From an optimization exercise on the open Yosys and OpenROAD flow, aimed at small area; shortcuts taken in it are not production practice.
The RTL was checked by simulation tests, not by an equivalence proof against the original design.
Power is estimated from default activity; no workload was simulated.

Design dscpi_core, start of the top module:
module dscpi_core (
    input  wire         clk,
    input  wire         rst_n,
    input  wire         tick,
    input  wire         latch,
    input  wire [3:0]   q,
    input  wire         offhook,
    input  wire         hw_fault,
    output wire [1:0]   tone_class,
    output wire         tone_en,
    output wire [15:0]  tone_on,
    output wire [15:0]  tone_range,
    input  wire         cmd_valid,
    input  wire [1:0]   cmd_op,
    input  wire [7:0]   cmd_arg,
    input  wire [127:0] cmd_frame,
    output reg          rsp_valid,
    output wire [1:0]   rsp_code,
    output wire [158:0] status
);
For scale: roughly 13000 µm² of cells after synthesis.
export LEC_CHECK = 0
export CAP_MARGIN = 20
export CORE_MARGIN = 2
export CORE_UTILIZATION = 70
export CTS_BUF_LIST = sky130_fd_sc_hd__clkbuf_16
export CTS_CLUSTER_DIAMETER = 80
export CTS_CLUSTER_SIZE = 25
export SLEW_MARGIN = 20
create_clock -name core_clock -period 20.0 [get_ports {clk}]
standard.sh (not shown) runs the stock make flow with config.mk's settings and CLKGATE_MAP_FILE= SYNTH_SCRIPT=/design/flow/synth_recipe.tcl, a recipe that flattens the netlist after the stock synthesis.
==> flow/flow/run.sh <==
#!/bin/bash
# The standard layout (the standard.sh, standard synthesis included),
# with the smallest buffer cell as the port buffers.
set -euo pipefail
bash standard.sh "BUFFER_PORTS_ARGS=-buffer_cell sky130_fd_sc_hd__buf_1" \
    finish > make_finish.log 2>&1
Edit:
Settings changed: CORE_UTILIZATION 70 to 65, CTS_CLUSTER_DIAMETER 80 to 60, CTS_CLUSTER_SIZE 25 to 20.
Effect: Cell count rose by 2.6%; wire length falls by about 1.8%; via count drops by 1.8%; total power rises by 6.6%; fmax shrinks by 3.7%; hold slack gains 3.3 ps; area after synthesis does not change; cell area went up by about 1.4%.
Edit:
==> flow/flow/run.sh (replaced) <==
#!/bin/bash
# The standard layout (the standard.sh, standard synthesis included),
# with the smallest buffer cell as the port buffers and a clock tree of
# few large clock buffers without dummy balancing loads.
set -euo pipefail
bash standard.sh "BUFFER_PORTS_ARGS=-buffer_cell sky130_fd_sc_hd__buf_1" \
    "CTS_ARGS=-sink_clustering_enable -repair_clock_nets -sink_clustering_size 25 -sink_clustering_max_diameter 80 -buf_list sky130_fd_sc_hd__clkbuf_16 -dont_use_dummy_load" \
    finish > make_finish.log 2>&1
Settings changed: CORE_UTILIZATION 65 to 70, CTS_BUF_LIST sky130_fd_sc_hd__clkbuf_16 to default, CTS_CLUSTER_DIAMETER 60 to default, CTS_CLUSTER_SIZE 20 to default.
Effect: Cell area drops by 1.8%; global-route usage climbs by 2.5 points; hold slack gets worse by 25 ps; via count climbs by 1.7%; clock skew climbs by 26 ps; total power drops by 7.9%; wire length climbs by 1.3%; worst setup slack gets better by 350 ps; first-iteration DRC count climbs by 16%; utilization climbs by 4.5 points.

* * *

Another version of the RTL of dscpi_core (not shown whole).
Size in the first run: roughly 1200 cells after synthesis, ~210 flip-flops, roughly 350 I/O pins.
==> flow/config.mk <==
export PLATFORM = sky130hd
export DESIGN_NAME = dscpi_core
export DESIGN_NICKNAME = dscpi_core
export VERILOG_FILES = /design/flow/design.v
export SDC_FILE = /design/flow/constraint.sdc
export NUM_CORES = 4
export LEC_CHECK = 0
export CAP_MARGIN = 20
export CORE_MARGIN = 2
export CORE_UTILIZATION = 70
export SLEW_MARGIN = 20
==> flow/constraint.sdc <==
create_clock -name core_clock -period 20.0 [get_ports {clk}]
set_input_delay 4.0000 -clock core_clock [delete_from_list [all_inputs] [get_ports {clk}]]
set_output_delay 4.0000 -clock core_clock [all_outputs]
set_load 0.01 [all_outputs]
==> flow/flow/run.sh <==
#!/bin/bash
# The standard layout (the standard.sh, standard synthesis included),
# with the smallest buffer cell as the port buffers and a clock tree of
# few large clock buffers without dummy balancing loads.
set -euo pipefail
bash standard.sh "BUFFER_PORTS_ARGS=-buffer_cell sky130_fd_sc_hd__buf_1" \
    "CTS_ARGS=-sink_clustering_enable -repair_clock_nets -sink_clustering_size 25 -sink_clustering_max_diameter 80 -buf_list sky130_fd_sc_hd__clkbuf_16 -root_buf sky130_fd_sc_hd__clkbuf_4 -tree_buf sky130_fd_sc_hd__clkbuf_8 -dont_use_dummy_load" \
    finish > make_finish.log 2>&1
The baseline completed with no timing, DRC or antenna violations.
Edit:
==> flow/flow/run.sh (replaced) <==
#!/bin/bash
# The standard layout (the standard.sh, standard synthesis included),
# with the smallest buffer cell as the port buffers and a clock tree of
# few large clock buffers without dummy balancing loads.
set -euo pipefail
bash standard.sh "BUFFER_PORTS_ARGS=-buffer_cell sky130_fd_sc_hd__buf_1" \
    "CTS_ARGS=-sink_clustering_enable -repair_clock_nets -sink_clustering_size 25 -sink_clustering_max_diameter 80 -buf_list sky130_fd_sc_hd__clkbuf_16 -dont_use_dummy_load" \
    finish > make_finish.log 2>&1
Outcome: Synthesized area does not change. Routed wire length came out higher by 0.59%. First-iteration DRC count came out higher by 5.2%.
Edit:
==> flow/flow/run.sh (replaced) <==
#!/bin/bash
# The standard layout (the standard.sh, standard synthesis included),
# with the smallest buffer cell as the port buffers and a clock tree of
# few large clock buffers without dummy balancing loads.
set -euo pipefail
bash standard.sh "BUFFER_PORTS_ARGS=-buffer_cell sky130_fd_sc_hd__buf_1" \
    "CTS_ARGS=-sink_clustering_enable -repair_clock_nets -sink_clustering_size 25 -sink_clustering_max_diameter 80 -buf_list sky130_fd_sc_hd__clkbuf_16 -root_buf sky130_fd_sc_hd__clkbuf_4 -dont_use_dummy_load" \
    finish > make_finish.log 2>&1
Settings changed: CORE_UTILIZATION 70 to 80.
Non-clock buffer count falls by 1; setup slack improved by 100 ps; wire length is higher by 3.5%; via count rose by 3.2%; synthesized area is unchanged; design area went down by 0.67%; power is lower by 3.6%; count of clock-buffer cells in the layout came out lower by 1.

* * *

Another version of the RTL of dscpi_core (not shown whole).
Size: ~1300 cells after synthesis, about 210 flip-flops, roughly 13000 µm² of cells after synthesis.
==> flow/config.mk <==
export PLATFORM = sky130hd
export DESIGN_NAME = dscpi_core
export DESIGN_NICKNAME = dscpi_core
export VERILOG_FILES = /design/flow/design.v
export SDC_FILE = /design/flow/constraint.sdc
export NUM_CORES = 4
export LEC_CHECK = 0
export CAP_MARGIN = 20
export CORE_MARGIN = 2
export CORE_UTILIZATION = 65
export CTS_BUF_LIST = sky130_fd_sc_hd__clkbuf_8
export CTS_CLUSTER_DIAMETER = 60
export CTS_CLUSTER_SIZE = 16
export SLEW_MARGIN = 20
==> flow/constraint.sdc <==
create_clock -name core_clock -period 20.0 [get_ports {clk}]
set_input_delay 4.0000 -clock core_clock [delete_from_list [all_inputs] [get_ports {clk}]]
set_output_delay 4.0000 -clock core_clock [all_outputs]
set_load 0.01 [all_outputs]
==> flow/flow/run.sh <==
#!/bin/bash
# The standard layout (the standard.sh, standard synthesis included),
# with the smallest buffer cell as the port buffers.
set -euo pipefail
bash standard.sh "BUFFER_PORTS_ARGS=-buffer_cell sky130_fd_sc_hd__buf_1" \
    finish > make_finish.log 2>&1
Change:
- CTS_BUF_LIST: sky130_fd_sc_hd__clkbuf_8 -> sky130_fd_sc_hd__clkbuf_8 sky130_fd_sc_hd__clkbuf_16
- CTS_CLUSTER_DIAMETER: 60 -> unset
- CTS_CLUSTER_SIZE: 16 -> unset
=> Clock skew goes down by 0.033 ns. Sequential power barely changes. Synthesized area stays the same. Clock-buffer cell count grows by 9. Worst hold slack gains 0.030 ns.
Change:
- CTS_BUF_LIST: sky130_fd_sc_hd__clkbuf_8 sky130_fd_sc_hd__clkbuf_16 -> sky130_fd_sc_hd__clkbuf_16
- CTS_CLUSTER_DIAMETER: unset -> 60
- CTS_CLUSTER_SIZE: unset -> 20
Effect: Die area is unchanged; via count shrinks by 0.68%; clock power is lower by 21%.
Change:
- CTS_CLUSTER_DIAMETER: 60 -> 100
- CTS_CLUSTER_SIZE: 20 -> 30
Effect: Routed wire length went down by about 0.9%. Global-route usage falls by 0.34 points. Fmax went down by 0.36%. Die area does not change. Via count drops by about 1%. Setup slack degrades by 0.031 ns. Sequential power stays flat. Register-to-register slack got worse by 0.04 ns. Clock skew fell by 0.010 ns.

* * *

dscpi_core, a different RTL version from the one above (not shown whole).
For scale: ~1300 cells after synthesis, ~350 I/O pins, roughly 0.014 mm2 of cells after synthesis.
## dscpi_core
module dscpi_core (
    input  wire         clk,
    input  wire         rst_n,
    input  wire         tick,
    input  wire         latch,
    input  wire [3:0]   q,
    input  wire         offhook,
    input  wire         hw_fault,
    output wire [1:0]   tone_class,
    output wire         tone_en,
    output wire [15:0]  tone_on,
    output wire [15:0]  tone_range,
    input  wire         cmd_valid,
    input  wire [1:0]   cmd_op,
    input  wire [7:0]   cmd_arg,
    input  wire [127:0] cmd_frame,
    output reg          rsp_valid,
    output wire [1:0]   rsp_code,
    output wire [158:0] status
);
clock: 20.0 ns
lec_check: 0
cap_margin: 20
core_margin: 2
core_utilization: 40
slew_margin: 20
run.sh (not shown) runs the stock make flow with config.mk's settings and CLKGATE_MAP_FILE= SYNTH_SCRIPT=/design/flow/synth_recipe.tcl, a recipe that flattens the netlist after the stock synthesis.
Stock flow here: none of the scripts above is used.
The starting point went through all stages and came out clean.
==> next run, changes <==
==> flow/flow/run.sh (new file) <==
#!/bin/bash
# The standard layout (the standard.sh, standard synthesis included),
# with smaller port buffers and power/area recovery on non-critical gates.
set -euo pipefail
bash standard.sh "BUFFER_PORTS_ARGS=-buffer_cell sky130_fd_sc_hd__buf_1" \
    RECOVER_POWER=100 finish > make_finish.log 2>&1
==> flow/standard.sh (new file) <==
#!/bin/bash
# synth_recipe.tcl (not shown) runs the flow's synth.tcl, then flattens the netlist and writes it again
# the make line also repeats each setting of config.mk as NAME=value (left out here)
make -C /OpenROAD-flow-scripts/flow DESIGN_CONFIG=/design/flow/config.mk WORK_HOME=/design/flow/orfs CLKGATE_MAP_FILE= SYNTH_SCRIPT=/design/flow/synth_recipe.tcl "${@:-finish}"
removed: flow/run.sh
The changed run finished with capacitance limit, slew limit left. Maximum frequency is lower by roughly a tenth. Routed wire length is lower by a few percent. Die area stays the same. Non-clock buffer count goes up by 1. Cell area falls by roughly a tenth. Area after synthesis stays the same. Count of clock-buffer cells in the layout drops by 1.

-- separate check: timing with driven ports --
Ports are ideal in the flow. The routed layouts listed here were re-timed in OpenROAD.
Step 1 (the two cells are an assumption about what drives the block):
set clk [get_ports {clk}]
set_driving_cell -lib_cell sky130_fd_sc_hd__clkbuf_16 $clk
set_driving_cell -lib_cell sky130_fd_sc_hd__buf_2 [delete_from_list [all_inputs] $clk]
Step 2 times the ports against the registers' clock, not the clock port: input delays grow and output delays shrink by t, the midpoint of the rising clock arrivals with the driver on.
Slacks: ideal ports / drivers / drivers and shift; pairs: ideal ports / drivers.
run	t, ns	slack for setup (ns)	clock arrival spread, ns	slew at the worst register clock pin (ns)	worst data-port slew with drivers (ns)
the first run of note 1	0.510	10.673 / 10.690 / 10.180	0.021 / 0.021	0.10 / 0.10	0.07
the second run of note 1	0.535	10.314 / 10.330 / 9.795	0.016 / 0.016	0.08 / 0.08	0.09
the third run of note 1	0.502	10.663 / 10.681 / 10.179	0.043 / 0.044	0.10 / 0.10	0.07
the first run of note 2	0.675	11.048 / 11.056 / 10.380	0.038 / 0.039	0.10 / 0.10	0.07
the second run of note 2	0.508	10.885 / 10.897 / 10.388	0.043 / 0.043	0.10 / 0.10	0.08
the third run of note 2	0.653	10.985 / 10.979 / 10.325	0.045 / 0.045	0.11 / 0.11	0.07
the first run of note 3	0.561	11.352 / 11.374 / 10.812	0.050 / 0.051	0.11 / 0.11	0.07
the second run of note 3	0.548	11.318 / 11.339 / 10.791	0.012 / 0.012	0.07 / 0.07	0.08
the third run of note 3	0.536	11.302 / 11.327 / 10.792	0.027 / 0.027	0.09 / 0.09	0.07
the fourth run of note 3	0.520	11.271 / 11.297 / 10.777	0.017 / 0.016	0.12 / 0.12	0.07
the first run of note 4	0.565	10.499 / 10.516 / 9.951	0.018 / 0.018	0.06 / 0.06	0.09
the second run of note 4	0.583	9.444 / 9.468 / 8.885	0.022 / 0.021	0.06 / 0.06	0.10
The setup slack of the first run of note 2, which loses most, moves by +0.008 ns with the drivers and by -0.668 ns with both steps.
